This is an optimization exercise on Yosys and OpenROAD, whose aim is small area, a short achievable clock period and few clock cycles, not a production implementation.
Where RTL was checked, it was by simulation tests only, not by an equivalence proof against the original.
The RTL of runs 1 to 4 was laid out without a check of its function.
Power and IR drop assume default switching activity.

## design.v

```verilog
module cqsm_codec (
  input             clk,
  input             rst,           
  input             cmd_valid,
  output reg        cmd_ready,
  input      [1:0]  cmd_op,        
  input      [23:0] cmd_arg,
  input      [3:0]  cfg_kh,
  input      [3:0]  cfg_ks,
  input      [3:0]  cfg_kv,
  input      [8:0]  cfg_nh,
  input      [8:0]  cfg_ns,
  input      [8:0]  cfg_nv,
  input      [7:0]  cfg_gmin,
  input             pix_valid,
  output reg        pix_ready,
  input      [23:0] pix_hsv,
  output reg        res_valid,
  output reg [2:0]  res_err,
  output reg [8:0]  res_info,
  output reg [23:0] res_hsv,
  output reg [7:0]  res_sym,
  output reg [7:0]  res_mg
);
  localparam OP_CONFIG = 2'd0;
  localparam OP_ENC    = 2'd1;
  localparam OP_DEC    = 2'd2;
  localparam OP_CELL   = 2'd3;
  localparam E_OK    = 3'd0;
  localparam E_NOCFG = 3'd2;
  localparam E_QCFG  = 3'd5;
  localparam E_GUARD = 3'd6;
  localparam S_IDLE  = 4'd0;
  localparam S_EXEC  = 4'd1;
  localparam S_ACC   = 4'd2;
  localparam S_ALAST = 4'd3;
  localparam S_DIV   = 4'd4;
  localparam S_XD    = 4'd5;
  localparam S_DLOAD = 4'd6;
  localparam S_DDIV  = 4'd7;
  localparam S_DRES  = 4'd8;
  localparam S_MUL   = 4'd9;
  localparam S_ERES  = 4'd10;
  localparam S_SHIFT = 4'd11;
  localparam S_CST   = 4'd12;
  localparam S_CSTEP = 4'd13;
  localparam S_CEND  = 4'd14;
  localparam S_VERD  = 4'd15;
  reg [3:0]  state;
  reg [1:0]  opr;
  reg [23:0] p;                
  reg        pv;               
  reg        cfgv;
  reg [11:0] kc;               
  reg [38:0] np;               
  reg [15:0] n;
  reg [15:0] rem;
  reg [3:0]  cnt;
  reg [71:0] acc;              
  reg f_ini, f_eld, f_dld, f_stp, f_mul, f_dvm, f_dvl;
  reg [1:0]  ch;
  reg [4:0]  frac;
  reg [3:0]  m4;
  reg [3:0]  km;
  reg        fa, fb, anyz;
  wire cmd_fire = cmd_valid && cmd_ready;
  wire pix_fire = pix_valid && pix_ready;
  wire [3:0] kh = kc[3:0];
  wire [3:0] ks = kc[7:4];
  wire [3:0] kv = kc[11:8];
  function [3:0] kmask;
    input [3:0] k;
    case (k[2:0])
      3'd0: kmask = 4'b0000;
      3'd1: kmask = 4'b0001;
      3'd2: kmask = 4'b0011;
      3'd3: kmask = 4'b0111;
      default: kmask = 4'b1111;
    endcase
  endfunction
  wire [7:0]  esym = p[7:0];
  wire [7:0]  e_sv = esym >> kv;
  wire [7:0]  e_sh = esym >> (kv + ks);
  wire [11:0] eidx = {esym[3:0] & kmask(kv), e_sv[3:0] & kmask(ks), e_sh[3:0] & kmask(kh)};
  wire [14:0] init_v = (opr == OP_CELL) ? p[15:1] : 15'd0;
  reg  [71:0] acc_nx;
  wire [11:0] didx;            
  wire [23:0] elvl;            
  wire [23:0] mean_nx;         
  genvar g;
  generate
    for (g = 0; g < 3; g = g + 1) begin : g_ch
      wire [15:0] R    = acc[24*g+8 +: 16];
      wire [7:0]  L    = acc[24*g +: 8];
      wire [12:0] npc  = np[13*g +: 13];
      wire [3:0]  kcc  = kc[4*g +: 4];
      wire        inb  = f_mul | L[7];
      wire [15:0] dvs  = f_dvm ? n : {3'd0, npc};
      wire [17:0] tr   = {1'b0, R, inb} - {2'd0, dvs};
      wire        cmt  = f_mul ? L[7] : ~tr[17];
      wire [7:0]  lnx  = {L[6:0], cmt};
      wire [15:0] rnx  = cmt ? tr[15:0] : {R[14:0], inb};
      wire [23:0] addv = acc[24*g +: 24] + {16'd0, p[8*g +: 8]};
      wire [3:0]  ei   = eidx[4*g +: 4];
      always @(*) begin
        if (f_ini)
          acc_nx[24*g +: 24] = {9'd0, init_v};
        else if (f_eld)
          acc_nx[24*g +: 24] = {16'hFFFF, ei, 1'b1, 3'b000};
        else if (f_dld)
          acc_nx[24*g +: 24] = {9'd0, L, 4'hF, 3'd0};
        else if (f_dvl)
          acc_nx[24*g +: 24] = {9'd0, lnx, 4'hF, 3'd0};
        else if (f_stp)
          acc_nx[24*g +: 24] = {rnx, lnx};
        else if (pv)
          acc_nx[24*g +: 24] = addv;
        else
          acc_nx[24*g +: 24] = acc[24*g +: 24];
      end
      assign mean_nx[8*g +: 8] = lnx;
      wire [4:0] n5   = npc[4:0];
      wire       rsm  = (R[15:3] == 13'd0);
      wire [4:0] lo   = {1'b0, R[2:0], 1'b0} + 5'd2;
      wire [4:0] hi   = 5'd30 - {1'b0, R[2:0], 1'b0};
      wire       dec  = rsm && (n5 >= lo) && (n5 <= hi);
      wire [3:0] iraw = L[3:0] - {3'd0, dec};
      wire [3:0] mk   = kmask(kcc);
      assign didx[4*g +: 4] = (L[4] || (iraw & ~mk) != 4'd0) ? mk : iraw;
      assign elvl[8*g +: 8] = ~R[12:5];
    end
  endgenerate
  wire [3:0] ksv = ks + kv;
  wire [7:0] dsym = ({4'd0, didx[3:0]} << ksv) | ({4'd0, didx[7:4]} << kv) | {4'd0, didx[11:8]};
  wire [3:0] cbits = kh + ks + kv;
  wire [8:0] nh0 = np[8:0];
  wire [8:0] ns0 = np[21:13];
  wire [8:0] nv0 = np[34:26];
  reg  [8:0] ck_info;
  reg        ck_bad;
  always @(*) begin
    ck_bad  = 1'b1;
    ck_info = 9'h000;
    if      (kh > 4'd4)                          ck_info = 9'h001;
    else if (ks > 4'd4)                          ck_info = 9'h011;
    else if (kv > 4'd4)                          ck_info = 9'h021;
    else if (cbits == 4'd0 || cbits > 4'd8)      ck_info = 9'h002;
    else if (nh0 > 9'd256)                       ck_info = 9'h003;
    else if (nh0 < (9'd1 << kh[2:0]))            ck_info = 9'h004;
    else if (ns0 > 9'd256)                       ck_info = 9'h013;
    else if (ns0 < (9'd1 << ks[2:0]))            ck_info = 9'h014;
    else if (nv0 > 9'd256)                       ck_info = 9'h023;
    else if (nv0 < (9'd1 << kv[2:0]))            ck_info = 9'h024;
    else                                         ck_bad  = 1'b0;
  end
  wire [3:0]  sk   = (ch == 2'd0) ? kh : (ch == 2'd1) ? ks : kv;
  wire [12:0] snp  = (ch == 2'd0) ? np[12:0] : (ch == 2'd1) ? np[25:13] : np[38:26];
  wire [7:0]  s_mb = snp[12:5];
  wire [7:0]  s_ma = snp[12:5] - {7'd0, ~snp[4]};
  wire [7:0]  geff = (res_sym == 8'd0) ? 8'd1 : res_sym;
  wire [7:0]  s_cm = anyz ? s_ma : s_mb;
  wire [5:0]  s_sum = {1'b0, frac} + {1'b0, m4, 1'b0};
  wire        s_fail = s_sum[5] ? fb : fa;
  reg [3:0] state_nx;
  always @(*) begin
    state_nx = state;
    case (state)
      S_IDLE:  if (cmd_fire) state_nx = S_EXEC;
      S_EXEC:  begin
        if (opr == OP_CONFIG)      state_nx = ck_bad ? S_IDLE : S_SHIFT;
        else if (!cfgv)            state_nx = S_IDLE;
        else if (opr == OP_ENC)    state_nx = S_MUL;
        else if (opr == OP_DEC)    state_nx = S_XD;
        else                       state_nx = S_ACC;
      end
      S_ACC:   if (pix_fire && rem == 16'd1) state_nx = S_ALAST;
      S_ALAST: state_nx = S_DIV;
      S_DIV:   if (cnt == 4'd7) state_nx = S_DDIV;
      S_XD:    state_nx = S_DLOAD;
      S_DLOAD: state_nx = S_DDIV;
      S_DDIV:  if (cnt == 4'd4) state_nx = S_DRES;
      S_DRES:  state_nx = S_IDLE;
      S_MUL:   if (cnt == 4'd4) state_nx = S_ERES;
      S_ERES:  state_nx = S_IDLE;
      S_SHIFT: if (cnt == 4'd3) state_nx = S_CST;
      S_CST:   state_nx = (kmask(sk) == 4'd0) ? S_CEND : S_CSTEP;
      S_CSTEP: if (cnt == km) state_nx = S_CEND;
      S_CEND:  state_nx = (ch == 2'd2) ? S_VERD : S_CST;
      S_VERD:  state_nx = S_IDLE;
      default: state_nx = S_IDLE;
    endcase
  end
  always @(posedge clk) begin
    if (rst) begin
      state     <= S_IDLE;
      cmd_ready <= 1'b1;
      pix_ready <= 1'b0;
      pv        <= 1'b0;
      res_valid <= 1'b0;
      cfgv      <= 1'b0;
      f_ini <= 1'b0; f_eld <= 1'b0; f_dld <= 1'b0; f_stp <= 1'b0;
      f_mul <= 1'b0; f_dvm <= 1'b0; f_dvl <= 1'b0;
    end else begin
      state     <= state_nx;
      cmd_ready <= (state_nx == S_IDLE);
      pix_ready <= (state_nx == S_ACC);
      pv        <= pix_fire || (state == S_EXEC && opr == OP_DEC);
      res_valid <= (state_nx == S_IDLE) && (state != S_IDLE);
      f_ini <= cmd_fire && cmd_op[1];
      f_eld <= cmd_fire && (cmd_op == OP_ENC);
      f_dld <= (state_nx == S_DLOAD);
      f_stp <= (state_nx == S_DIV) || (state_nx == S_DDIV) || (state_nx == S_MUL);
      f_mul <= (state_nx == S_MUL);
      f_dvm <= (state_nx == S_DIV);
      f_dvl <= (state == S_DIV && cnt == 4'd6);
      if (state == S_EXEC && opr == OP_CONFIG)
        cfgv <= 1'b0;
      if (state == S_VERD && res_err == E_OK)
        cfgv <= 1'b1;
    end
  end
  integer c;
  always @(posedge clk) begin
    acc <= acc_nx;
    if (pix_ready)
      p <= pix_hsv;
    else if (cmd_ready)
      p <= cmd_arg;
    if (cmd_ready)
      opr <= cmd_op;
    if (cmd_fire && cmd_op == OP_CONFIG) begin
      kc      <= {cfg_kv, cfg_ks, cfg_kh};
      np      <= {4'd0, cfg_nv, 4'd0, cfg_ns, 4'd0, cfg_nh};
      res_sym <= cfg_gmin;
    end
    if (f_dvl)
      res_hsv <= mean_nx;
    case (state)
      S_EXEC: begin
        cnt      <= 4'd0;
        res_info <= 9'd0;
        res_err  <= E_OK;
        res_mg   <= 8'd255;
        if (opr == OP_CONFIG) begin
          if (ck_bad) begin
            res_err  <= E_QCFG;
            res_info <= ck_info;
          end
        end else if (!cfgv) begin
          res_err <= E_NOCFG;
        end
        n   <= p[15:0];
        rem <= p[15:0];
      end
      S_ACC: if (pix_fire) rem <= rem - 16'd1;
      S_DIV: cnt <= (cnt == 4'd7) ? 4'd0 : cnt + 4'd1;
      S_DLOAD: cnt <= 4'd0;
      S_DDIV: cnt <= cnt + 4'd1;
      S_DRES: res_sym <= dsym;
      S_MUL: cnt <= cnt + 4'd1;
      S_ERES: res_hsv <= elvl;
      S_SHIFT: begin
        for (c = 0; c < 3; c = c + 1)
          if ({1'b0, cnt[1:0]} + kc[4*c +: 3] < 3'd4)
            np[13*c +: 13] <= {np[13*c +: 12], 1'b0};
        cnt <= cnt + 4'd1;
        if (cnt == 4'd3)
          ch <= 2'd0;
      end
      S_CST: begin
        frac <= snp[4:0];
        m4   <= snp[3:0];
        km   <= kmask(sk);
        fa   <= (s_ma < geff);
        fb   <= (s_mb < geff);
        anyz <= 1'b0;
        cnt  <= 4'd1;
      end
      S_CSTEP: begin
        frac <= s_sum[4:0];
        if (!s_sum[5]) anyz <= 1'b1;
        if (s_fail && res_err == E_OK) begin
          res_err  <= E_GUARD;
          res_info <= {1'b0, cnt, 2'b00, ch};
        end
        cnt <= cnt + 4'd1;
      end
      S_CEND: begin
        if (km != 4'd0 && s_cm < res_mg)
          res_mg <= s_cm;
        ch <= ch + 2'd1;
      end
      default: ;
    endcase
  end
endmodule
```

## flow/run.sh

```bash
#!/bin/bash
set -euo pipefail
bash standard.sh SETUP_SLACK_MARGIN=8.5 finish > make_finish.log 2>&1
```

## constraint.sdc

```tcl
create_clock -name core_clock -period 13.5 [get_ports {clk}]
set_input_delay 2.7000 -clock core_clock [delete_from_list [all_inputs] [get_ports {clk}]]
set_output_delay 2.7000 -clock core_clock [all_outputs]
set_load 0.01 [all_outputs]
```

## config.mk

```make
export PLATFORM = sky130hd
export DESIGN_NAME = cqsm_codec
export DESIGN_NICKNAME = cqsm_codec
export VERILOG_FILES = /design/flow/design.v
export SDC_FILE = /design/flow/constraint.sdc
export NUM_CORES = 4
export LEC_CHECK = 0
export CAP_MARGIN = 20
export CORE_MARGIN = 2
export CORE_UTILIZATION = 40
export SLEW_MARGIN = 20
```

## standard.sh

```bash
#!/bin/bash
# synth_recipe.tcl (not shown) runs the flow's synth.tcl, then flattens the netlist and writes it again
# the make line also repeats each setting of config.mk as NAME=value (left out here)
make -C /OpenROAD-flow-scripts/flow DESIGN_CONFIG=/design/flow/config.mk WORK_HOME=/design/flow/orfs CLKGATE_MAP_FILE= SYNTH_SCRIPT=/design/flow/synth_recipe.tcl "${@:-finish}"
```

==> results of run 1 <==
-- state kept, by name, summed over array words and instances (netlist names), 12 cells and up --
signal   cells
acc         72
np          39
p           24
res_hsv     24
n           16
rem         16
kc          12
-- logic make-up (layout without fill, tap and decap cells) --
logic type,count (synthesis),after routing,synth area share [%]
other,1,2,0.01735
multiplexers,154,154,7.706
flip-flops,268,268,33.44
buffers and inverters,230,350,4.174
AND/OR/NAND/NOR,797,797,17.51
adder cells (fa/ha/maj),178,178,10.72
XOR/XNOR,131,131,5.471
AO/OA/AOI/OAI,703,703,20.95
-- worst max-delay path: cells and delay by family (launching register included) --
| family | cells | cell delay [ps] |
|---|---|---|
| flops | 1 | 390 |
| mux | 2 | 740 |
| compound gates | 2 | 620 |
| fa+ha+maj | 3 | 1390 |
| simple gates | 4 | 900 |
| buf+inv | 1 | 120 |
| xor+xnor | 1 | 220 |
-- power by group through the flow --
stage | registers, mW | clock network (mW) | logic [mW]
detailed placement | 1.49 | 0 | 2.12
global placement | 1.49 | 0 | 2.07
floorplan | 1.30 | 0 | 1.63
finish | 1.49 | 1.02 | 2.16
global route | 1.51 | 1.06 | 2.39
CTS | 1.48 | 1.02 | 2.13
-- placed cells by master (no fill, tap or decap), drive strengths merged, types with 11 or more instances in the layout --
cell and instances:
nor3b 11, fa 12, clkdlybuf4s50 153, o221ai 12, nor3 63, nand4 25
o22ai 14, o21ai 225, xor2 38, a21o 28, nand2 273, ha 166
nor2 195, nand3b 13, nand3 47, inv 107, nor2b 26, dfxtp 82
a221oi 12, mux2 39, buf 27, clkbuf 43, and3 21, or2 16
xnor2 91, o31ai 17, a21boi 12, a21oi 162, o211ai 12, mux2i 109
nand2b 33, and2 14, or3 15, nor4 27, edfxtp 186, o21bai 12
o21a 29, a211oi 30, a31oi 37
-- metal layers --
layer,GRT usage (%),vias up,part of all wire [%]
met5,0,-,0
met4,11.74,0,4.1
met3,3.675,167,8.0
met2,43.33,942,45
met1,37.40,9658,43
li1,-,9332,-
-- final cells by class --
type | instances | area share [%]
Inverter | 108 | 1.633
Sequential cell | 268 | 28.95
Clock inverter | 19 | 0.9269
Clock buffer | 43 | 3.963
Timing Repair Buffer | 180 | 6.944
Tap cell | 696 | 3.487
Multi-Input combinational cell | 1965 | 54.09
-- worst max-delay path by stage --
| stage | cells past startpoint | startpoint | slack [ps] | end |
|---|---|---|---|---|
| floorplan | 7 | cmd_valid | 8920 | np[3]$_DFF_P_ |
| global placement | 6 | cmd_valid | 8160 | np[5]$_DFF_P_ |
| detailed placement | 6 | cmd_valid | 8050 | np[6]$_DFF_P_ |
| CTS | 6 | cmd_valid | 8600 | np[6]$_DFF_P_ |
| global route | 13 | ch[1]$_SDFFCE_PN0P_ | 8550 | res_mg[2]$_SDFFCE_PN1P_ |
| finish | 13 | ch[1]$_SDFFCE_PN0P_ | 8770 | res_mg[0]$_SDFFCE_PN1P_ |
-- through the flow --
stage,std cells,total power [mW]
global placement,3217,3.557
detailed placement,3217,3.613
floorplan,2463,2.926
CTS,3279,4.635
finish,3279,4.675
global route,3279,4.950
==> summary.txt, run 1 <==
Route
  • Via count: 20100
  • Remaining DRCs: 0
  • WL/cell: 23.92 um
  • DR pass1 iterations: 6
  • Post-route ant nets: 0
  • Via density: roughly 6
  • Post-Route WL: a little under 80000 um
  • Initial drt markers: between 2000 and 2500

Placed design
  • Port Buf Inserts: approximately 150
  • GP Congestion: ~0.94
  • Post-DP HPWL: a little under 60000 um
  • Worst slack, placed: slightly above 8000 ps
  • Post-DP Area: approximately 24000 um2

Pwr
  • Maximum vdd drop: 0.00008520 V
  • Reg power frac: between 30 and 40%
  • Net switching power: 2.021 mW
  • Gate power share: 46.3%
  • Clock group share of total power: a little over a fifth
  • Leakage: a little over 9 nW
  • Cell Int Power: around 2.7 mW
  • Switching Fraction: 43.22%
  • Pwr dens: roughly 190 nW/um2

Layout
  • Multi-input gate area: between 10000 and 15000 um2
  • Area grow syn2layout: 15.56%
  • Post-layout instance area: 24970 um2
  • Filler cells: between 5000 and 6000
  • Final Core Density: 46.59%
  • Share of layout cells above drive strength 1: just over 7%
  • # diodes: 0
  • Nets: between 2000 and 3000
  • Reg area: 7231 um2

STA
  • Worst-Margin Slew: 1085 ps
  • RSZ-0062 raised after global routing: no
  • Slew HR: between 20% and 30%
  • Final hold viol count: 0
  • Final WS setup: between 8000 and 9000 ps
  • Finish-stage setup viols: 0
  • Clock skew: between 40 and 50 ps
  • Final Cycle Share: approximately a third
  • Hold slack: ~500 ps
  • Maximum clock frequency: about 210 MHz
  • Minimum clock period: 4735 ps
  • Slew Viols, Final: 0
  • TNS Setup: 0 ps

Floorplanning
  • Starting Density: between 40% and 50%
  • Rows: 85
  • I/O pin count: approximately 160
  • Die Width: 236.4 um
  • Die area: 55900 um2
  • Height of the die: ~240 um
  • Core ar.: approximately 54000 um2

Worst setup path
  • WP data required: between 10000 and 15000 ps
  • Internal reg-to-reg setup slack: 8770 ps
  • Biggest cell delay along the critical path: between 800 and 900 ps
  • Critical Path Most Common Cell: ha_1
  • CP Launch Type: flip-flop
  • Crit-path slowest cell: ha_1
  • Worst-path cell chain: inv_1 > ha_1 > mux2_2 > mux2i_1 > ha_1 > and3_1 > and3_1 > nand4_1 > xnor2_1 > ha_1 > a2111oi_0 > o21ai_0 > nand2_1
  • Crit. End Element: flip-flop
  • Worst Path Class, Setup: reg2reg
  • Crit-path max FO: 16
  • Worst reg2reg path endpoint: res_mg[0]$_SDFFCE_PN1P_
  • Worst EP arrival: between 4000 and 5000 ps
  • Worst r2r src: ch[1]$_SDFFCE_PN0P_
  • Reg2reg path depth: 13

Logic synthesis
  • Post-synth cell types: 102
  • Register area share after synthesis: 33.44%
  • Synth cell count leaders: 273 x nand2_1, 218 x o21ai_0, 194 x nor2_1
  • Async set-reset flop share out of synthesis: 0%
  • Ys Warns: 1
  • Syn Inst Count: about 2500
  • Top FF cell, synth: edfxtp_1
  • Count leader, synth: nand2_1
  • Top cell type's share of synthesized area: 25.85%
  • Area of the mapped netlist: between 20000 and 25000 um2
  • Synth area leaders: edfxtp_1 26%, ha_1 9.6%, dfxtp_1 7.6%
  • Post-synthesis register bit count: 268
  • Post-synth EDFFs: ~190
  • Syn Area/Cell: about 9 um2
  • Largest area contributor in the netlist: edfxtp_1

Clock network
  • TritonCTS clock tree: built
  • Clk buf depth: 3
  • Clock latency on the worst-skew pair: between 500 and 600 ps
  • Number of clock sinks: 268
  • Post-CTS Setup Inserts: 0
  • Clk pin slew, worst setup/hold paths: ~60 ps
  • Cts hold-fix bufs: 0
  • TritonCTS Buffers: 36
  • Post-CTS resize count: 0
  • H-tree depth: 2
  • Root Buffer: clkbuf_16

Min path
  • Hold Path Stages: 2
  • Worst hold path class: reg2reg
  • Min-delay src: np[12]$_DFF_P_
  • Hold endpoint: np[12]$_DFF_P_

Run status
  • Status: timing/DRC/antenna clean

GRT
  • GRT Total Usage: ~27%
  • Total grt overflow: 0
  • First-pass GRT wire length: 117500 um
  • Number of antenna violations at the first check in global routing: 1
  • Vias in the first global route: about 19000
  • Largest net degree at the start of global routing: between 50 and 60

Flow run
  • MaxCap Viol Count: 0
==> run 2: changes to the inputs <==
==> flow/run.sh (replaced) <==
#!/bin/bash
set -euo pipefail
bash standard.sh SETUP_SLACK_MARGIN=9.5 finish > make_finish.log 2>&1
==> run 2 against run 1 <==
Synthesized cell count unchanged. Critical path depth increased by 2. Synthesized area unchanged. Fmax increased by 19%.
==> summary.txt, run 2 <==
Run status
  • Status: timing/DRC/antenna clean

Logic synthesis
  • Largest area contributor in the netlist: edfxtp_1
  • Top cell type's share of synthesized area: 25.85%
  • Area of the mapped netlist: approximately 22000 um2
  • Synth area leaders: edfxtp_1 26%, ha_1 9.6%, dfxtp_1 7.6%
  • Post-synth cell types: between 100 and 150
  • Register area share after synthesis: 33.44%
  • Syn Area/Cell: between 8 and 9 um2
  • Count leader, synth: nand2_1
  • Synth cell count leaders: 273 x nand2_1, 218 x o21ai_0, 194 x nor2_1
  • Ys Warns: 1
  • Top FF cell, synth: edfxtp_1
  • Post-synthesis register bit count: between 200 and 300
  • Async set-reset flop share out of synthesis: 0%
  • Syn Inst Count: roughly 2500
  • Post-synth EDFFs: between 150 and 200

GRT
  • Vias in the first global route: between 15000 and 20000
  • Largest net degree at the start of global routing: between 70 and 80
  • First-pass GRT wire length: ~120000 um
  • GR Util met3: a little over 4%
  • Met2 GRT Util: a little over two fifths
  • Met1 Use GR: 36.65%
  • GRT Total Usage: between 20% and 30%
  • Gr busiest metal: met2
  • Number of antenna violations at the first check in global routing: 1
  • Total grt overflow: 0

Clock network
  • Clk buf depth: 3
  • H-tree depth: 2
  • Cts hold-fix bufs: 0
  • TritonCTS Buffers: 35
  • TritonCTS clock tree: built
  • Root Buffer: clkbuf_16
  • Clk pin slew, worst setup/hold paths: around 60 ps
  • Clock latency on the worst-skew pair: between 500 and 600 ps
  • Number of clock sinks: roughly 270

Floorplanning
  • I/O pin count: about 160
  • Rows: 85
  • Die Width: about 240 um
  • Starting Density: around two fifths
  • Die area: 55900 um2
  • Core ar.: between 50000 and 60000 um2
  • Height of the die: around 240 um

Pwr
  • Pwr dens: about 180 nW/um2
  • Maximum vdd drop: roughly 0.00012 V
  • Leakage: between 9 and 10 nW

Layout
  • Most frequent cells in the layout: 270 x nand2_1, 207 x o21ai_0, 193 x nor2_1
  • # diodes: 0
  • Max reg flops: 72
  • Area grow syn2layout: 17.47%
  • Filler cells: 5178
  • Top Registers: acc (72), np (39)
  • Most common cell after layout, fill and taps aside: nand2_1
  • Share of layout cells above drive strength 1: 10.17%
  • Reg area: 7236 um2
  • Nets: ~2900
  • Top reg by flops: acc
  • Multi-input gate area: 13780 um2

Placed design
  • Port Buf Inserts: 153
  • GP Congestion: approximately 0.95
  • Post-DP HPWL: roughly 60000 um

Route
  • Initial drt markers: ~2200
  • DR pass1 iterations: 6
  • Via count: between 20000 and 25000
  • Post-Route WL: about 79000 um
  • WL/cell: 23.79 um
  • Post-route ant nets: 0
  • Remaining DRCs: 0
  • Via density: roughly 6.1

STA
  • Finish-stage setup viols: 0
  • Final Cycle Share: between 20 and 30%
  • Maximum clock frequency: 250.7 MHz
  • Final hold viol count: 0
  • Clock skew: between 20 and 30 ps
  • RSZ-0062 raised after global routing: yes
  • TNS Setup: 0 ps
  • Minimum clock period: roughly 4000 ps
  • Hold slack: approximately 500 ps
  • Slew HR: a little over a quarter
  • Slew Viols, Final: 0
  • Worst-Margin Slew: approximately 1100 ps

Worst setup path
  • Worst Path Class, Setup: reg2reg
  • Worst EP arrival: about 4300 ps
  • Internal reg-to-reg setup slack: 9510 ps
  • CP Launch Type: flip-flop
  • Worst r2r src: acc[33]$_DFFE_PP_
  • Crit-path max FO: 3
  • Reg2reg path depth: 15
  • WP data required: roughly 14000 ps
  • Worst reg2reg path endpoint: res_sym[7]$_DFFE_PP_
  • Crit. End Element: flip-flop

Min path
  • Hold Path Stages: 2
  • Min-delay src: np[38]$_DFF_P_
  • Worst hold path class: reg2reg
  • Hold endpoint: np[38]$_DFF_P_

Flow run
  • MaxCap Viol Count: 0
==> run 2: worst max path at each step <==
stage	startpoint	to	slack, ps	depth (start not counted)
final	acc[33]$_DFFE_PP_	res_sym[7]$_DFFE_PP_	9510	15
after global routing	acc[33]$_DFFE_PP_	res_sym[2]$_DFFE_PP_	9380	15
after CTS	acc[32]$_DFFE_PP_	res_sym[4]$_DFFE_PP_	9500	17
after detailed placement	cmd_valid	np[31]$_DFF_P_	8360	6
after global placement	cmd_valid	np[7]$_DFF_P_	8410	6
after floorplan	cmd_valid	np[3]$_DFF_P_	9510	7
==> run 2: per-stage QoR <==
step / cells / cell area, um2 / utilization [%] / total power [mW] / worst slack, ps
floorplan: 2463 / 21650 / - / 2.927 / 9508
global placement: 3215 / 23720 / 44.26 / 3.558 / 8412
detailed placement: 3215 / 23730 / 44.26 / 3.603 / 8361
CTS: 3289 / 24990 / 46.63 / 4.562 / 9497
global route: 3312 / 25390 / 47.36 / 4.908 / 9381
finish: 3312 / 25390 / 47.36 / 4.629 / 9512
==> run 2: cell type report <==
cell class / count / share of cell area [%]
clock buffers: 48 / 3.800
clock inverters: 12 / 0.5372
inverters: 108 / 1.700
multi-input cells: 1965 / 54.29
flip-flops and latches: 268 / 28.50
well taps: 696 / 3.430
repair buffers: 215 / 7.743
==> run 2: timing repair <==
action / CTS / global route
gates resized for setup: 91 / 51
pin swaps: 4 / 33
endpoints found under the setup margin: 135 / 36
buffers inserted: 14 / 23
==> run 2: metal layers <==
metal / part of all wire (%) / wire length, um
met5: 0.016 / 13
met4: 4.4 / 3454
met3: 8.1 / 6385
met2: 46 / 36020
met1: 42 / 32930
==> run 2: cell families (layout without fill, tap and decap cells) <==
group | Yosys count | in the layout | synth area share (%)
compound gates | 703 | 703 | 20.95
xor+xnor | 131 | 131 | 5.471
fa+ha+maj | 178 | 178 | 10.72
buf+inv | 230 | 383 | 4.174
flops | 268 | 268 | 33.44
mux | 154 | 154 | 7.706
other cells | 1 | 2 | 0.01735
simple gates | 797 | 797 | 17.51
==> run 2: critical path, stage by stage (launching register included) <==
cell	delay, ps
edfxtp_1	430
buf_4	180
ha_1	300
nor2b_1	130
o21ai_0	130
nand2b_1	100
a311oi_2	350
ha_2	240
or3b_4	400
o32a_1	440
a21oi_2	170
a31oi_2	60
a221oi_4	340
mux2i_2	150
a32oi_2	240
o21ai_1	80
==> run 2: report_power, final <==
part | internal (mW) | total, mW | leakage [nW] | switching [mW]
Combinational | 0.945 | 2.22 | 6.64 | 1.27
Clock | 0.555 | 0.931 | 0.536 | 0.375
Sequential | 1.12 | 1.48 | 2.38 | 0.362
Total | 2.62 | 4.63 | 9.56 | 2.01
==> run 3: changes to the inputs <==
==> flow/run.sh (replaced) <==
#!/bin/bash
set -euo pipefail
bash standard.sh SETUP_SLACK_MARGIN=10.0 finish > make_finish.log 2>&1
==> run 3 against run 2 <==
Power grew 4.5%. Worst hold slack gained 10 ps. Largest cell class unchanged. Still clean. Global-route usage grew 0.68 points. Worst setup slack lost 140 ps. Register-to-register slack lost 140 ps. Largest power group unchanged.
==> summary.txt, run 3 <==
Placed design
  • Post-DP Area: roughly 24000 um2
  • GP Congestion: ~0.95
  • Post-DP HPWL: roughly 58000 um
  • Worst slack, placed: around 8600 ps
  • Port Buf Inserts: ~150

GRT
  • GRT Total Usage: ~28%
  • First-pass GRT wire length: 120000 um
  • Number of antenna violations at the first check in global routing: 1
  • Total grt overflow: 0
  • Vias in the first global route: just under 20000
  • Largest net degree at the start of global routing: 54

Logic synthesis
  • Compound-Gate Fraction of Synth Area: 20.95%
  • Count leader, synth: nand2_1
  • Area of the mapped netlist: 21610 um2
  • Syn Area/Cell: 8.778 um2
  • Async set-reset flop share out of synthesis: 0%
  • Largest area contributor in the netlist: edfxtp_1
  • Top FF cell, synth: edfxtp_1
  • Post-synthesis register bit count: ~270
  • Main combinational cell family by area after synthesis: compound AO/OA/AOI/OAI gates
  • Ys Warns: 1
  • Post-synth EDFFs: between 150 and 200
  • Top cell type's share of synthesized area: around a quarter
  • Register area share after synthesis: 33.44%
  • Post-synth cell types: ~100
  • Synth area leaders: edfxtp_1 26%, ha_1 9.6%, dfxtp_1 7.6%
  • Synth cell count leaders: 273 x nand2_1, 218 x o21ai_0, 194 x nor2_1
  • Post-synthesis mux area share: under 10%
  • Syn Inst Count: ~2500
  • Synth Area in XOR/XNOR: ~5.5%
  • Synth Area in Adders: 10.72%
  • Post-Synth Simple-Gate Area: between 15 and 20%

Worst setup path
  • Worst reg2reg path endpoint: res_sym[7]$_DFFE_PP_
  • Worst Path Class, Setup: reg2reg
  • Worst EP arrival: 4410 ps
  • CP Launch Type: flip-flop
  • Reg2reg path depth: 16
  • Crit. End Element: flip-flop
  • WP data required: around 14000 ps
  • Worst r2r src: acc[33]$_DFFE_PP_
  • Crit-path max FO: 4
  • Internal reg-to-reg setup slack: between 9000 and 10000 ps

Layout
  • Area grow syn2layout: 21.37%
  • Most frequent cells in the layout: 265 x nand2_1, 191 x nor2_1, 187 x o21ai_0
  • Top reg by flops: acc
  • Top Registers: acc (72), np (39)
  • # diodes: 0
  • Most common cell after layout, fill and taps aside: nand2_1
  • Nets: a little under 3000
  • Max reg flops: 72
  • Post-layout instance area: around 26000 um2
  • Share of layout cells above drive strength 1: about 17%

STA
  • Slew Viols, Final: 0
  • Finish-stage setup viols: 0
  • RSZ-0062 raised after global routing: yes
  • Slew HR: 17.19%
  • Maximum clock frequency: 242.4 MHz
  • TNS Setup: 0 ps
  • Minimum clock period: 4125 ps
  • Final hold viol count: 0
  • Clock skew: between 20 and 25 ps
  • Worst-Margin Slew: ~1200 ps
  • Final Cycle Share: a little under a third
  • Final WS setup: ~9400 ps

Pwr
  • Total power: between 4 and 5 mW
  • Maximum vdd drop: approximately 0.000086 V
  • Leakage: 9.912 nW
  • Pwr dens: roughly 180 nW/um2

Clock network
  • TritonCTS clock tree: built
  • Root Buffer: clkbuf_16
  • Clk buf depth: 3
  • Cts hold-fix bufs: 0
  • TritonCTS Buffers: 36
  • Clock latency on the worst-skew pair: between 500 and 600 ps
  • Number of clock sinks: between 200 and 300
  • H-tree depth: 2
  • Clk pin slew, worst setup/hold paths: ~60 ps

Min path
  • Hold Path Stages: 2
  • Worst hold path class: reg2reg
  • Min-delay src: np[22]$_DFF_P_
  • Hold endpoint: np[22]$_DFF_P_

Route
  • Via density: 6.092
  • Via count: around 20000
  • DR pass1 iterations: 6
  • Remaining DRCs: 0
  • WL/cell: approximately 24 um
  • Initial drt markers: 2235
  • Post-route ant nets: 0
  • Post-Route WL: approximately 80000 um

Floorplanning
  • Rows: between 80 and 90
  • I/O pin count: roughly 160
  • Die area: about 56000 um2
  • Die Width: 236.4 um
  • Core ar.: between 50000 and 60000 um2
  • Height of the die: between 200 and 250 um
  • Starting Density: just over 40%

Flow run
  • MaxCap Viol Count: 0

Run status
  • Status: timing/DRC/antenna clean
## run 3: cell types whose count changed in the layout (fill, tap and decap cells not counted), moves of 9 or more
cell and change:
ha_1 -13, mux2i_1 -15, dlygate4sd2_1 -46, ha_4 +9
o21ai_0 -20, buf_2 +52, o21ai_1 +18, buf_4 +30
mux2i_2 +11
## run 3: worst max-delay path by stage
stage,start,endpoint,slack (ps),cells past startpoint
finish,acc[33]$_DFFE_PP_,res_sym[7]$_DFFE_PP_,9370,16
detailed placement,cmd_valid,np[1]$_DFF_P_,8560,6
global placement,cmd_valid,np[5]$_DFF_P_,8600,6
floorplan,cmd_op[1],np[3]$_DFF_P_,9620,6
global route,acc[32]$_DFFE_PP_,res_sym[7]$_DFFE_PP_,9260,16
CTS,acc[32]$_DFFE_PP_,res_sym[7]$_DFFE_PP_,9470,16
## run 3: per-stage QoR
step | std cells | hold slack (ps) | utilization (%)
after floorplan | 2463 | 447.7 | -
after global placement | 3219 | 472.7 | 44.41
after detailed placement | 3219 | 497.9 | 44.42
after CTS | 3333 | 509.7 | 47.66
after global routing | 3363 | 544.0 | 48.93
final | 3363 | 519.8 | 48.93
## run 3: routing by layer
metal,up-vias,part of all wire [%],track usage (%)
met1,9811,41,37.30
met5,-,0.016,0
met4,2,4.6,12.75
li1,9480,-,-
met3,196,8.9,4.985
met2,999,46,44.40
## run 3: logic make-up (layout without fill, tap and decap cells)
| logic type | after synthesis | after routing |
|---|---|---|
| AOI/OAI and AO/OA | 703 | 703 |
| xor gates and xnor gates | 131 | 131 |
| adders and majority gates | 178 | 178 |
| buffers and inverters | 230 | 434 |
| DFF | 268 | 268 |
| muxes | 154 | 154 |
| other | 1 | 2 |
| and+or+nand+nor | 797 | 797 |
## run 3: timing repair
item | CTS | global route
setup endpoints to repair | 208 | 137
buffers inserted | 45 | 29
pin swaps | 26 | 29
gates resized for setup | 301 | 105
cloned | 6 | 1
## run 3: layout make-up
class | count | area [um2]
clock buffer | 48 | 1051
clock inverter | 15 | 106.4
fill | 5108 | 27370
inverter | 108 | 421.7
multi-input combinational | 1965 | 14220
sequential | 268 | 7246
tap | 696 | 870.8
timing repair buffer | 260 | 2282
timing repair inverter | 3 | 26.28
## run 3: report_power, final
group	internal (mW)	switching [mW]	leakage [nW]
sequential	1.12	0.372	2.38
combinational	1.05	1.33	6.97
clock	0.566	0.393	0.559
total	2.74	2.10	9.91
## run 3: critical path, cell delays in order (launching register included)
cell and delay, ps:
edfxtp_1 460, ha_1 330, inv_2 50, ha_4 250
a21o_1 90, a21o_1 120, a21oi_2 60, a311oi_2 280
ha_2 270, or3b_4 420, o32a_1 420, a21oi_2 180
a31oi_2 80, a221oi_4 320, mux2i_1 160, a32oi_1 260
o21ai_0 110
==> run 4: changes to the inputs <==
==> flow/run.sh (replaced) <==
#!/bin/bash
set -euo pipefail
bash standard.sh SETUP_SLACK_MARGIN=10.5 finish > make_finish.log 2>&1
==> run 4 against run 3 <==
Wire length increased by 6.7%. Die area unchanged. Power increased by 15%. Fmax grew 0.20%. Final area grew 12%. Global-route usage grew 1.1 points. Non-clock buffer count grew 139. Worst setup slack improved by 8.1 ps. Sequential power about the same. Critical path depth decreased by 2. Critical path type unchanged. Highest routed layer is now met4.
==> summary.txt, run 4 <==
Placed design
  • Post-DP Area: roughly 24000 um2
  • Port Buf Inserts: 153
  • Post-DP HPWL: 57820 um
  • Placed instance count: roughly 3200
  • GP Congestion: approximately 0.96

GRT
  • Largest net degree at the start of global routing: 54
  • Total grt overflow: 0
  • First-pass GRT wire length: around 120000 um
  • Number of antenna violations at the first check in global routing: 1
  • GRT Total Usage: slightly below 30%
  • Vias in the first global route: around 20000

STA
  • Slew Viols, Final: 0
  • Final hold viol count: 0
  • Maximum clock frequency: roughly 240 MHz
  • RSZ-0062 raised after global routing: yes
  • Minimum clock period: approximately 4000 ps
  • Worst-Margin Slew: ~1200 ps
  • Finish-stage setup viols: 0
  • Slew HR: a little under a fifth
  • TNS Setup: 0 ps
  • Final Cycle Share: between 30% and 40%
  • Clock skew: around 43 ps

Min path
  • Worst hold path class: reg2reg
  • Min-delay src: np[38]$_DFF_P_
  • Hold Path Stages: 2
  • Hold endpoint: np[38]$_DFF_P_

Layout
  • Final cell count without fillers: around 3500
  • # diodes: 0
  • Area grow syn2layout: 35.72%
  • Share of layout cells above drive strength 1: approximately 27%
  • Post-layout instance area: around 29000 um2
  • Most frequent cells in the layout: 242 x nand2_1, 186 x edfxtp_1, 184 x nor2_1
  • Most common cell after layout, fill and taps aside: nand2_1
  • Max reg flops: between 70 and 80
  • Filler cells: ~4700
  • Nets: roughly 3000
  • Reg area: ~7200 um2
  • Top reg by flops: acc
  • Final Core Density: approximately 55%
  • Top Registers: acc (72), np (39)
  • Multi-input gate area: between 15000 and 20000 um2

Clock network
  • Clk buf depth: 3
  • TritonCTS Buffers: 35
  • TritonCTS clock tree: built
  • Clk pin slew, worst setup/hold paths: 60 ps
  • Number of clock sinks: around 270
  • Clock latency on the worst-skew pair: ~580 ps
  • H-tree depth: 2
  • Root Buffer: clkbuf_16

Route
  • Via count: approximately 22000
  • Remaining DRCs: 0
  • Via density: between 6 and 7
  • Post-Route WL: about 86000 um
  • DR pass1 iterations: 7
  • Post-route ant nets: 0
  • WL/cell: 24.49 um
  • Initial drt markers: 2284

Floorplanning
  • Starting Density: roughly two fifths
  • Height of the die: 236.4 um
  • Die area: about 56000 um2
  • Die Width: about 240 um
  • Core ar.: about 54000 um2
  • Rows: 85
  • I/O pin count: roughly 160

Logic synthesis
  • Post-synth EDFFs: 186
  • Area of the mapped netlist: between 20000 and 25000 um2
  • Top FF cell, synth: edfxtp_1
  • Top cell type's share of synthesized area: between 20% and 30%
  • Largest area contributor in the netlist: edfxtp_1
  • Async set-reset flop share out of synthesis: 0%
  • Post-synthesis register bit count: about 270
  • Synth cell count leaders: 273 x nand2_1, 218 x o21ai_0, 194 x nor2_1
  • Synth area leaders: edfxtp_1 26%, ha_1 9.6%, dfxtp_1 7.6%
  • Ys Warns: 1
  • Post-synth cell types: between 100 and 150
  • Syn Inst Count: between 2000 and 2500
  • Syn Area/Cell: ~8.8 um2
  • Count leader, synth: nand2_1
  • Register area share after synthesis: about a third

Worst setup path
  • Worst EP arrival: ~4400 ps
  • Worst r2r src: acc[34]$_DFFE_PP_
  • Crit. End Element: flip-flop
  • Crit-path max FO: 8
  • Worst reg2reg path endpoint: res_sym[3]$_DFFE_PP_
  • WP data required: ~14000 ps
  • Reg2reg path depth: 14
  • CP Launch Type: flip-flop
  • Worst Path Class, Setup: reg2reg
  • Internal reg-to-reg setup slack: approximately 9400 ps

Pwr
  • Reg power frac: between 20% and 30%
  • Leakage: 11.23 nW
  • Switching Fraction: ~43%
  • Cell Int Power: 3.175 mW
  • Total power: approximately 5.6 mW
  • Clock group share of total power: between 10% and 20%
  • Maximum vdd drop: about 0.00011 V
  • Gate power share: 55.1%
  • Pwr dens: between 150 and 200 nW/um2
  • Net switching power: roughly 2.4 mW

Flow run
  • MaxCap Viol Count: 0

Run status
  • Status: timing/DRC/antenna clean
## run 4: changes by cell type in the layout (fill, tap and decap cells not counted), moves of 17 or more
cell             before  now
o21ai_0             187  148
mux2_4                1   28
dlygate4sd2_1         0   48
buf_4                89  162
buf_6                 8   49
nand2_4               2   20
mux2_2               37   11
nand2_1             265  242
clkdlybuf4s50_1      95   47
ha_1                148  127
o21ai_1              29   50
buf_12                9   26
## run 4: kinds of logic (layout without fill, tap and decap cells)
group / after synthesis / after routing / synth area share [%]
adders and majority gates: 178 / 178 / 10.72
xor gates and xnor gates: 131 / 131 / 5.471
muxes: 154 / 154 / 7.706
buffers and inverters: 230 / 574 / 4.174
and+or+nand+nor: 797 / 797 / 17.51
other: 1 / 2 / 0.01735
AOI/OAI and AO/OA: 703 / 703 / 20.95
DFF: 268 / 268 / 33.44
## run 4: critical path, cell delays in order (launching register included)
cell	delay [ps]
edfxtp_1	590
and3_1	350
inv_1	80
ha_1	290
a21oi_2	50
a311oi_2	290
ha_2	270
or3b_4	410
o32a_1	370
a21oi_2	180
a31oi_1	70
a221oi_2	380
mux2i_1	190
nand2_1	120
a41oi_2	150
## run 4: worst max path at each step
| stage | startpoint | endpoint | slack, ps | cells past startpoint |
|---|---|---|---|---|
| finish | acc[34]$_DFFE_PP_ | res_sym[3]$_DFFE_PP_ | 9380 | 14 |
| global route | np[14]$_DFF_P_ | res_sym[7]$_DFFE_PP_ | 9380 | 17 |
| CTS | acc[33]$_DFFE_PP_ | res_sym[7]$_DFFE_PP_ | 9550 | 16 |
| detailed placement | cmd_valid | np[2]$_DFF_P_ | 8560 | 6 |
| global placement | cmd_valid | np[20]$_DFF_P_ | 8600 | 6 |
| floorplan | cmd_op[1] | np[3]$_DFF_P_ | 9620 | 6 |
## run 4: metrics by stage
step	setup WS [ps]	hold slack, ps
CTS	9546	502.4
finish	9383	521.8
global placement	8603	470.3
global route	9380	548.1
detailed placement	8561	481.6
floorplan	9623	447.7
## run 4: per-layer routing
layer / global-route usage [%] / up-vias / share of wire (%)
li1: - / 9803 / -
met5: 0 / - / 0
met4: 12.56 / 0 / 5.2
met2: 46.50 / 1146 / 46
met1: 38.43 / 10490 / 40
met3: 5.453 / 242 / 8.9
## run 4: area by class of cell
class | instances | share of cell area [%]
multi-input cells | 1965 | 53.50
repair buffers | 399 | 13.04
flip-flops and latches | 268 | 24.71
well taps | 696 | 2.969
clock buffers | 43 | 3.225
clock inverters | 19 | 0.8105
inverters | 108 | 1.459
repair inverters | 5 | 0.2901
## run 4: power by group through the flow
stage / registers, mW / logic, mW / clock network (mW)
5_1_grt: 1.52 / 3.28 / 1.03
3_3_place_gp: 1.49 / 2.08 / 0
4_1_cts: 1.48 / 2.68 / 0.998
2_1_floorplan: 1.30 / 1.65 / 0
3_5_place_dp: 1.49 / 2.13 / 0
6_report: 1.51 / 3.07 / 0.989
## run 4: what timing repair did
item	in CTS	in global routing
hold buffers	0	0
pin swaps	91	113
buffers inserted	128	79
gates resized for setup	635	190
gates cloned	16	1
endpoints found under the setup margin	321	235
==> run 5: changes to the inputs <==
--- a/design.v
+++ b/design.v
@@ -58,5 +58,6 @@
   reg [3:0]  cnt;
   reg [71:0] acc;              
-  reg f_ini, f_eld, f_dld, f_stp, f_mul, f_dvm, f_dvl;
+  reg [2:0]  sat;
+  reg f_ini, f_eld, f_dld, f_stp, f_mul, f_dvm, f_dvl, f_dd0;
   reg [1:0]  ch;
   reg [4:0]  frac;
@@ -85,4 +86,5 @@
   wire [14:0] init_v = (opr == OP_CELL) ? p[15:1] : 15'd0;
   reg  [71:0] acc_nx;
+  wire [2:0]  dsat;
   wire [11:0] didx;            
   wire [23:0] elvl;            
@@ -109,7 +111,7 @@
           acc_nx[24*g +: 24] = {16'hFFFF, ei, 1'b1, 3'b000};
         else if (f_dld)
-          acc_nx[24*g +: 24] = {9'd0, L, 4'hF, 3'd0};
+          acc_nx[24*g +: 24] = {8'd0, L, 8'hF0};
         else if (f_dvl)
-          acc_nx[24*g +: 24] = {9'd0, lnx, 4'hF, 3'd0};
+          acc_nx[24*g +: 24] = {8'd0, lnx, 8'hF0};
         else if (f_stp)
           acc_nx[24*g +: 24] = {rnx, lnx};
@@ -120,4 +122,5 @@
       end
       assign mean_nx[8*g +: 8] = lnx;
+      assign dsat[g] = ({5'd0, R[7:0]} >= npc);
       wire [4:0] n5   = npc[4:0];
       wire       rsm  = (R[15:3] == 13'd0);
@@ -127,5 +130,5 @@
       wire [3:0] iraw = L[3:0] - {3'd0, dec};
       wire [3:0] mk   = kmask(kcc);
-      assign didx[4*g +: 4] = (L[4] || (iraw & ~mk) != 4'd0) ? mk : iraw;
+      assign didx[4*g +: 4] = (sat[g] || (iraw & ~mk) != 4'd0) ? mk : iraw;
       assign elvl[8*g +: 8] = ~R[12:5];
     end
@@ -179,5 +182,5 @@
       S_XD:    state_nx = S_DLOAD;
       S_DLOAD: state_nx = S_DDIV;
-      S_DDIV:  if (cnt == 4'd4) state_nx = S_DRES;
+      S_DDIV:  if (cnt == 4'd3) state_nx = S_DRES;
       S_DRES:  state_nx = S_IDLE;
       S_MUL:   if (cnt == 4'd4) state_nx = S_ERES;
@@ -200,5 +203,5 @@
       cfgv      <= 1'b0;
       f_ini <= 1'b0; f_eld <= 1'b0; f_dld <= 1'b0; f_stp <= 1'b0;
-      f_mul <= 1'b0; f_dvm <= 1'b0; f_dvl <= 1'b0;
+      f_mul <= 1'b0; f_dvm <= 1'b0; f_dvl <= 1'b0; f_dd0 <= 1'b0;
     end else begin
       state     <= state_nx;
@@ -214,4 +217,5 @@
       f_dvm <= (state_nx == S_DIV);
       f_dvl <= (state == S_DIV && cnt == 4'd6);
+      f_dd0 <= (state_nx == S_DDIV && state != S_DDIV);
       if (state == S_EXEC && opr == OP_CONFIG)
         cfgv <= 1'b0;
@@ -234,4 +238,6 @@
       res_sym <= cfg_gmin;
     end
+    if (f_dd0)
+      sat <= dsat;
     if (f_dvl)
       res_hsv <= mean_nx;
==> run.sh (new file) <==
#!/bin/bash
# synth_recipe.tcl (not shown) runs the flow's synth.tcl, then flattens the netlist and writes it again
# the make line also repeats each setting of config.mk as NAME=value (left out here)
make -C /OpenROAD-flow-scripts/flow DESIGN_CONFIG=/design/flow/config.mk WORK_HOME=/design/flow/orfs CLKGATE_MAP_FILE= SYNTH_SCRIPT=/design/flow/synth_recipe.tcl finish
removed: flow/run.sh
removed: standard.sh
==> run 5 against run 4 <==
Sequential power shrank 25%. Sequential share of layout area grew 3.8 points. Global-route usage shrank 1.8 points. Synthesized area grew 3.4%.
==> summary.txt, run 5 <==
STA
  • TNS Setup: 0 ps
  • Final Cycle Share: between 30% and 40%
  • Clock skew: roughly 26 ps
  • Worst-Margin Slew: between 1000 and 1500 ps
  • Slew Viols, Final: 0
  • Slew HR: roughly a quarter
  • Finish-stage setup viols: 0
  • Final hold viol count: 0
  • Minimum clock period: 4837 ps
  • Maximum clock frequency: roughly 210 MHz
  • RSZ-0062 raised after global routing: no

GRT
  • Largest net degree at the start of global routing: 63
  • GRT Total Usage: between 20% and 30%
  • Vias in the first global route: a little under 20000
  • Total grt overflow: 0
  • First-pass GRT wire length: 119500 um
  • Number of antenna violations at the first check in global routing: 0

Clock network
  • Clk pin slew, worst setup/hold paths: ~60 ps
  • Root Buffer: clkbuf_16
  • Clk buf depth: 3
  • Clock latency on the worst-skew pair: about 570 ps
  • Number of clock sinks: between 200 and 300
  • Cts hold-fix bufs: 0
  • TritonCTS clock tree: built
  • Post-CTS resize count: 0
  • Post-CTS Setup Inserts: 0
  • TritonCTS Buffers: 36
  • H-tree depth: 2

Route
  • Max layer used: met4
  • Remaining DRCs: 0
  • Via count: between 20000 and 25000
  • Met3 wire len: 6005 um
  • DR pass1 iterations: 8
  • Via density: ~6
  • Post-Route WL: approximately 80000 um
  • DRT met1 WL: 34000 um
  • Met2 wire length: around 36000 um
  • WL/cell: around 23 um
  • Initial drt markers: 2052
  • Post-route ant nets: 0

Layout
  • Share of layout cells above drive strength 1: under 10%
  • # diodes: 0
  • Top Registers: acc (72), np (39)
  • Final Core Density: a little under half
  • Nets: between 2000 and 3000
  • Max reg flops: 72
  • Most common cell after layout, fill and taps aside: nand2_1
  • Area grow syn2layout: 15.03%
  • Most frequent cells in the layout: 279 x nand2_1, 194 x nor2_1, 190 x ha_1
  • Top reg by flops: acc

Worst setup path
  • Reg2reg path depth: 16
  • WP data required: roughly 14000 ps
  • Worst Path Class, Setup: in2reg
  • Worst EP arrival: around 5300 ps
  • CP Launch Type: input port
  • Crit. End Element: flip-flop
  • Crit-path max FO: 39

Floorplanning
  • Height of the die: 240.4 um
  • Die area: about 58000 um2
  • Core ar.: 55200 um2
  • Die Width: roughly 240 um
  • Starting Density: about two fifths
  • Rows: 86
  • I/O pin count: 156

Logic synthesis
  • Syn Inst Count: approximately 2500
  • Top FF cell, synth: edfxtp_1
  • Async set-reset flop share out of synthesis: 0%
  • Synth area leaders: edfxtp_1 25%, ha_1 11%, dfxtp_1 7.4%
  • Synth cell count leaders: 280 x nand2_1, 194 x nor2_1, 190 x ha_1, 190 x o21ai_0, 189 x edfxtp_1
  • Area of the mapped netlist: 22350 um2
  • Register area share after synthesis: between 30% and 40%
  • Syn Area/Cell: about 8.8 um2
  • Post-synth cell types: roughly 100
  • Largest area contributor in the netlist: edfxtp_1
  • Post-synth EDFFs: roughly 190
  • Ys Warns: 1
  • Top cell type's share of synthesized area: between 20% and 30%
  • Post-synthesis register bit count: around 270
  • Count leader, synth: nand2_1

Pwr
  • Maximum vdd drop: about 0.000077 V
  • Pwr dens: ~120 nW/um2
  • Leakage: roughly 10 nW

Placed design
  • Post-DP HPWL: approximately 59000 um
  • GP Congestion: 0.9329
  • Port Buf Inserts: between 150 and 200

Flow run
  • MaxCap Viol Count: 0

Min path
  • Worst hold path class: reg2reg
  • Hold Path Stages: 2

Run status
  • Status: timing/DRC/antenna clean
## run 5: cell types whose count changed after synthesis, sizes merged, moves of 13 or more
cell | before | now
and3 | 21 | 35
ha | 166 | 190
inv | 108 | 125
o211ai | 12 | 36
o21ai | 225 | 201
xor2 | 38 | 51
## run 5: layout make-up
type,instances,area (um2)
clock inverter,20,214.0
inverter,127,476.7
clock buffer,46,991.0
tap,748,935.9
sequential,272,7341
fill,5277,29490
multi-input combinational,2008,13980
timing repair buffer,184,1764
## run 5: path summary, 6_finish.rpt
path | from | endpoint | slack, ps
setup reg to reg | acc[8]$_DFFE_PP_ | res_sym[4]$_DFFE_PP_ | 8780
setup / recovery | cmd_valid | np[17]$_DFF_P_ | 8660
hold reg to reg | cfgv$_SDFFE_PP0P_ | cfgv$_SDFFE_PP0P_ | 510
hold / removal | cfgv$_SDFFE_PP0P_ | cfgv$_SDFFE_PP0P_ | 510
## run 5: cell families (layout without fill, tap and decap cells)
family / Yosys count / count (layout) / synth area share [%]
buffers and inverters: 262 / 377 / 4.652
AND/OR/NAND/NOR: 809 / 809 / 17.36
adder cells (fa/ha/maj): 202 / 202 / 11.71
AO/OA/AOI/OAI: 700 / 700 / 20.35
XOR/XNOR: 133 / 133 / 5.369
flip-flops: 272 / 272 / 32.83
multiplexers: 162 / 162 / 7.709
other: 1 / 2 / 0.01678
## run 5: per-stage QoR
stage / hold WS (ps) / instances / setup slack [ps] / area, um2 / power (mW)
6_report: 506.4 / 3405 / 8663 / 25710 / 3.142
5_1_grt: 543.2 / 3405 / 8403 / 25710 / 3.308
4_1_cts: 502.9 / 3405 / 8667 / 25700 / 3.135
3_5_place_dp: 495.0 / 3339 / 8098 / 24500 / 2.132
3_3_place_gp: 485.7 / 3339 / 8229 / 24500 / 2.106
2_1_floorplan: 450.0 / 2542 / 8938 / 22350 / 1.820
## run 5: critical path: stages
cell             delay [ps]
clkdlybuf4s50_1         490
nand2_1                  80
or3_1                   660
inv_2                   870
mux2i_1                 280
o21ai_0                 100
## run 5: layer usage
metal | global-route usage [%] | vias to the layer above
met1 | 36.89 | 9842
li1 | - | 9519
met2 | 43.87 | 900
met3 | 4.168 | 154
met5 | 0 | -
met4 | 10.77 | 0
## run 5: where the power goes
part	total (mW)	leakage [nW]	internal, mW	switching (mW)
clock network	0.999	0.584	0.598	0.400
registers	1.14	2.43	0.973	0.167
logic	1.00	6.99	0.455	0.549
total	3.14	10.0	2.03	1.12
Testbench counts of run 5, summed over its fixed seeds: cycles 123,610.
==> run 6: changes to the inputs <==
--- a/design.v
+++ b/design.v
@@ -58,10 +58,7 @@
   reg [3:0]  cnt;
   reg [71:0] acc;              
-  reg [2:0]  sat;
-  reg f_ini, f_eld, f_dld, f_stp, f_mul, f_dvm, f_dvl, f_dd0;
+  reg f_ini, f_eld, f_dld, f_stp, f_mul, f_dvm, f_dvl;
   reg [1:0]  ch;
   reg [4:0]  frac;
-  reg [3:0]  m4;
-  reg [3:0]  km;
   reg        fa, fb, anyz;
   wire cmd_fire = cmd_valid && cmd_ready;
@@ -80,4 +77,12 @@
     endcase
   endfunction
+  function [3:0] dec_c4;
+    input [4:0] n5;
+    reg   [5:0] m;
+    begin
+      m = n5[4] ? (6'd32 - {1'b0, n5}) : {1'b0, n5};
+      dec_c4 = 4'd15 - m[4:1];
+    end
+  endfunction
   wire [7:0]  esym = p[7:0];
   wire [7:0]  e_sv = esym >> kv;
@@ -86,5 +91,4 @@
   wire [14:0] init_v = (opr == OP_CELL) ? p[15:1] : 15'd0;
   reg  [71:0] acc_nx;
-  wire [2:0]  dsat;
   wire [11:0] didx;            
   wire [23:0] elvl;            
@@ -103,6 +107,7 @@
       wire [7:0]  lnx  = {L[6:0], cmt};
       wire [15:0] rnx  = cmt ? tr[15:0] : {R[14:0], inb};
-      wire [23:0] addv = acc[24*g +: 24] + {16'd0, p[8*g +: 8]};
+      wire [23:0] addv = acc[24*g +: 24] + {16'd0, p[8*g +: 8] & {8{pv}}};
       wire [3:0]  ei   = eidx[4*g +: 4];
+      wire [3:0]  c4   = dec_c4(npc[4:0]);
       always @(*) begin
         if (f_ini)
@@ -111,24 +116,15 @@
           acc_nx[24*g +: 24] = {16'hFFFF, ei, 1'b1, 3'b000};
         else if (f_dld)
-          acc_nx[24*g +: 24] = {8'd0, L, 8'hF0};
+          acc_nx[24*g +: 24] = {9'd0, L, c4, 3'd0};
         else if (f_dvl)
-          acc_nx[24*g +: 24] = {8'd0, lnx, 8'hF0};
+          acc_nx[24*g +: 24] = {9'd0, lnx, c4, 3'd0};
         else if (f_stp)
           acc_nx[24*g +: 24] = {rnx, lnx};
-        else if (pv)
+        else
           acc_nx[24*g +: 24] = addv;
-        else
-          acc_nx[24*g +: 24] = acc[24*g +: 24];
       end
       assign mean_nx[8*g +: 8] = lnx;
-      assign dsat[g] = ({5'd0, R[7:0]} >= npc);
-      wire [4:0] n5   = npc[4:0];
-      wire       rsm  = (R[15:3] == 13'd0);
-      wire [4:0] lo   = {1'b0, R[2:0], 1'b0} + 5'd2;
-      wire [4:0] hi   = 5'd30 - {1'b0, R[2:0], 1'b0};
-      wire       dec  = rsm && (n5 >= lo) && (n5 <= hi);
-      wire [3:0] iraw = L[3:0] - {3'd0, dec};
       wire [3:0] mk   = kmask(kcc);
-      assign didx[4*g +: 4] = (sat[g] || (iraw & ~mk) != 4'd0) ? mk : iraw;
+      assign didx[4*g +: 4] = (L[4] || (L[3:0] & ~mk) != 4'd0) ? mk : L[3:0];
       assign elvl[8*g +: 8] = ~R[12:5];
     end
@@ -163,4 +159,6 @@
   wire [7:0]  geff = (res_sym == 8'd0) ? 8'd1 : res_sym;
   wire [7:0]  s_cm = anyz ? s_ma : s_mb;
+  wire [3:0]  m4   = snp[3:0];
+  wire [3:0]  km   = kmask(sk);
   wire [5:0]  s_sum = {1'b0, frac} + {1'b0, m4, 1'b0};
   wire        s_fail = s_sum[5] ? fb : fa;
@@ -182,5 +180,5 @@
       S_XD:    state_nx = S_DLOAD;
       S_DLOAD: state_nx = S_DDIV;
-      S_DDIV:  if (cnt == 4'd3) state_nx = S_DRES;
+      S_DDIV:  if (cnt == 4'd4) state_nx = S_DRES;
       S_DRES:  state_nx = S_IDLE;
       S_MUL:   if (cnt == 4'd4) state_nx = S_ERES;
@@ -203,5 +201,5 @@
       cfgv      <= 1'b0;
       f_ini <= 1'b0; f_eld <= 1'b0; f_dld <= 1'b0; f_stp <= 1'b0;
-      f_mul <= 1'b0; f_dvm <= 1'b0; f_dvl <= 1'b0; f_dd0 <= 1'b0;
+      f_mul <= 1'b0; f_dvm <= 1'b0; f_dvl <= 1'b0;
     end else begin
       state     <= state_nx;
@@ -217,5 +215,4 @@
       f_dvm <= (state_nx == S_DIV);
       f_dvl <= (state == S_DIV && cnt == 4'd6);
-      f_dd0 <= (state_nx == S_DDIV && state != S_DDIV);
       if (state == S_EXEC && opr == OP_CONFIG)
         cfgv <= 1'b0;
@@ -238,6 +235,4 @@
       res_sym <= cfg_gmin;
     end
-    if (f_dd0)
-      sat <= dsat;
     if (f_dvl)
       res_hsv <= mean_nx;
@@ -276,6 +271,4 @@
       S_CST: begin
         frac <= snp[4:0];
-        m4   <= snp[3:0];
-        km   <= kmask(sk);
         fa   <= (s_ma < geff);
         fb   <= (s_mb < geff);
==> flow/run.sh (new file) <==
#!/bin/bash
set -euo pipefail
bash standard.sh SETUP_SLACK_MARGIN=9.7 finish > make_finish.log 2>&1
==> standard.sh (new file) <==
#!/bin/bash
# synth_recipe.tcl (not shown) runs the flow's synth.tcl, then flattens the netlist and writes it again
# the make line also repeats each setting of config.mk as NAME=value (left out here)
make -C /OpenROAD-flow-scripts/flow DESIGN_CONFIG=/design/flow/config.mk WORK_HOME=/design/flow/orfs CLKGATE_MAP_FILE= SYNTH_SCRIPT=/design/flow/synth_recipe.tcl "${@:-finish}"
removed: run.sh
==> run 6 against run 5 <==
Combinational power is 28% higher. Clock power fell by 7.9%. Sequential power grew 5%. Wire length down 10%. First-iteration DRC count is 2.0% lower. Worst setup slack gained 970 ps. Fmax rose by 25%. Via count is 7.9% lower. Power is 8.2% higher. Clock skew shrank 1.7 ps. Core utilization rose by 1.7 points.
==> summary.txt, run 6 <==
Run status
  • Status: timing/DRC/antenna clean

Placed design
  • Post-DP Area: 22110 um2
  • Port Buf Inserts: 153
  • Post-DP HPWL: about 53000 um
  • Worst slack, placed: ~8500 ps
  • GP Congestion: between 0.9 and 1
  • Placed instance count: between 3000 and 4000

Worst setup path
  • Crit-path slowest cell: edfxtp_1
  • CP top delay family: flip-flops
  • Crit-path max FO: 2
  • Worst-path cell chain: buf_2
  • Bufs and invs on worst path: 1
  • WP data required: between 10000 and 15000 ps
  • Crit. End Element: output pin
  • Worst EP arrival: approximately 1200 ps
  • Worst Path Class, Setup: reg2out
  • CP Launch Type: flip-flop
  • Biggest cell delay along the critical path: 430 ps

GRT
  • First-pass GRT wire length: between 100000 and 150000 um
  • Vias in the first global route: 17780
  • Number of antenna violations at the first check in global routing: 0
  • Largest net degree at the start of global routing: 65
  • GRT Total Usage: between 20% and 30%
  • Total grt overflow: 0

Layout
  • Final cell count without fillers: around 3100
  • Share of layout cells above drive strength 1: between 10% and 20%
  • Filler cells: 4724
  • Max reg flops: 72
  • Top reg by flops: acc
  • Most frequent cells in the layout: 248 x nand2_1, 178 x nor2_1, 175 x o21ai_0
  • Multi-input gate area: around 13000 um2
  • Post-layout instance area: 23680 um2
  • Reg area: roughly 6500 um2
  • Most common cell after layout, fill and taps aside: nand2_1
  • Top Registers: acc (72), np (39)
  • Area grow syn2layout: 18.67%
  • Final Core Density: roughly 48%
  • Nets: 2711
  • # diodes: 0

STA
  • Final Cycle Share: between 20% and 30%
  • Finish-stage setup viols: 0
  • Slew Viols, Final: 0
  • Maximum clock frequency: approximately 260 MHz
  • Final WS setup: 9634 ps
  • RSZ-0062 raised after global routing: yes
  • Final hold viol count: 0
  • TNS Setup: 0 ps
  • Slew HR: between 20% and 30%
  • Hold slack: 485.0 ps
  • Clock skew: approximately 24 ps
  • Worst-Margin Slew: between 1000 and 1500 ps
  • Minimum clock period: a little under 4000 ps

Route
  • Initial drt markers: 2011
  • DR pass1 iterations: 5
  • Post-route ant nets: 0
  • Remaining DRCs: 0
  • Post-Route WL: between 70000 and 80000 um
  • Via density: about 6.0
  • WL/cell: 22.72 um
  • Via count: between 15000 and 20000

Clock network
  • Cts hold-fix bufs: 0
  • Clk buf depth: 3
  • TritonCTS Buffers: 34
  • Number of clock sinks: 260
  • Root Buffer: clkbuf_16
  • H-tree depth: 2
  • Clock latency on the worst-skew pair: roughly 560 ps
  • Clk pin slew, worst setup/hold paths: ~60 ps
  • TritonCTS clock tree: built

Flow run
  • MaxCap Viol Count: 0

Pwr
  • Total power: ~3.4 mW
  • Maximum vdd drop: 0.00009837 V
  • Pwr dens: 143.6 nW/um2
  • Leakage: between 9 and 10 nW

Logic synthesis
  • Synth cell count leaders: 250 x nand2_1, 185 x o21ai_0, 179 x nor2_1
  • Ys Warns: 1
  • Post-synth cell types: just over 90
  • Syn Inst Count: between 2000 and 2500
  • Post-synth EDFFs: roughly 130
  • Top cell type's share of synthesized area: 20.01%
  • Top FF cell, synth: edfxtp_1
  • Largest area contributor in the netlist: edfxtp_1
  • Syn Area/Cell: 8.642 um2
  • Register area share after synthesis: between 30% and 40%
  • Synth area leaders: edfxtp_1 20%, dfxtp_1 13%, ha_1 8.9%
  • Async set-reset flop share out of synthesis: 0%
  • Area of the mapped netlist: ~20000 um2
  • Post-synthesis register bit count: 260
  • Count leader, synth: nand2_1

Floorplanning
  • Die Width: between 200 and 250 um
  • Rows: 81
  • Starting Density: approximately two fifths
  • Core ar.: a little under 50000 um2
  • I/O pin count: 156
  • Height of the die: roughly 230 um
  • Die area: 51690 um2

Min path
  • Worst hold path class: reg2reg
[run 6: cell types whose count changed in the layout (fill, tap and decap cells not counted), sizes merged, moves of 20 or more]
| cell | delta |
|---|---|
| a21oi | -25 |
| and2 | +25 |
| and3 | -20 |
| buf | +102 |
| clkdlybuf4s50 | -54 |
| dfxtp | +44 |
| edfxtp | -56 |
| ha | -48 |
| inv | -33 |
| nand2 | -29 |
[run 6: cell families after synthesis]
kind of cell,after synthesis,share of synthesized area [%]
AO/OA/AOI/OAI,630,20.35
XOR/XNOR,134,6.019
adder cells (fa/ha/maj),154,10.11
buffers and inverters,221,4.264
flip-flops,260,32.75
multiplexers,166,8.722
other,1,0.01879
AND/OR/NAND/NOR,743,17.76
[run 6: worst paths after layout]
| check | cells after the start | end | from | slack, ps |
|---|---|---|---|---|
| hold reg to reg | 2 | np[38]$_DFF_P_ | np[38]$_DFF_P_ | 480 |
| setup / recovery | 1 | res_sym[7] | res_sym[7]$_DFFE_PP_ | 9630 |
| hold / removal | 2 | np[38]$_DFF_P_ | np[38]$_DFF_P_ | 480 |
| setup reg to reg | 14 | res_mg[0]$_SDFFCE_PN1P_ | ch[1]$_SDFFCE_PN0P_ | 9770 |
[run 6: routing by layer]
| metal | vias to the layer above | share of wire [%] | GRT usage (%) |
|---|---|---|---|
| li1 | 8753 | - | - |
| met1 | 8986 | 41 | 36.20 |
| met2 | 914 | 44 | 42.68 |
| met3 | 156 | 9.6 | 5.318 |
| met4 | 0 | 4.6 | 12.06 |
| met5 | - | 0 | 0 |
[run 6: repair_timing]
action / in CTS / in global routing
hold endpoints to repair: 0 / 0
gates resized for setup: 248 / 32
setup buffers: 32 / 16
gates cloned: 2 / 2
setup endpoints to repair: 172 / 83
pin swaps: 4 / 13
[run 6: power by group]
group / total [mW] / leakage, nW / switching, mW / internal (mW)
registers: 1.20 / 2.27 / 0.251 / 0.950
logic: 1.28 / 6.23 / 0.705 / 0.574
clock network: 0.920 / 0.541 / 0.376 / 0.544
total: 3.40 / 9.04 / 1.33 / 2.07
[run 6: cell type report]
type | instances | share of cell area (%)
multi-input combinational | 1829 | 53.89
sequential | 260 | 27.66
timing repair buffer | 234 | 8.528
clock buffer | 40 | 3.862
tap | 664 | 3.508
inverter | 94 | 1.569
clock inverter | 21 | 0.8348
timing repair inverter | 3 | 0.1532
Testbench counts of run 6, summed over its fixed seeds: cycles 124,971.

[port drivers added, routing unchanged]
In the flow no input, the clock included, has a driving cell. The finished layouts below were timed again as built, in two steps. Step 1 (the two cells are an assumption about what drives the block):
set clk [get_ports {clk}]
set_driving_cell -lib_cell sky130_fd_sc_hd__clkbuf_16 $clk
set_driving_cell -lib_cell sky130_fd_sc_hd__buf_2 [delete_from_list [all_inputs] $clk]
Step 2 adds t to the input delays and takes it off the output delays; t is the mean of the earliest and latest rising clock arrival at the registers after step 1. Input paths then give back, and output paths get back, about the clock's delay inside the block. Slacks: ideal ports / drivers / drivers and shift; pairs: ideal ports / drivers.
run | shift t [ns] | setup WS [ns] | worst setup path at the end
run 1 | 0.619 | 8.765 / 8.765 / 8.279 | input to register
run 2 | 0.605 | 9.512 / 9.470 / 8.991 | input to register
run 3 | 0.603 | 9.375 / 9.375 / 9.375 | register to register
run 4 | 0.611 | 9.383 / 9.383 / 9.383 | register to register
run 5 | 0.610 | 8.663 / 8.697 / 8.087 | input to register
run 6 | 0.606 | 9.634 / 9.576 / 9.133 | input to register
After both steps setup and hold are still met in every run listed. The setup slack of run 5, which loses most, moves by +0.034 ns with the drivers and by -0.576 ns with both steps.
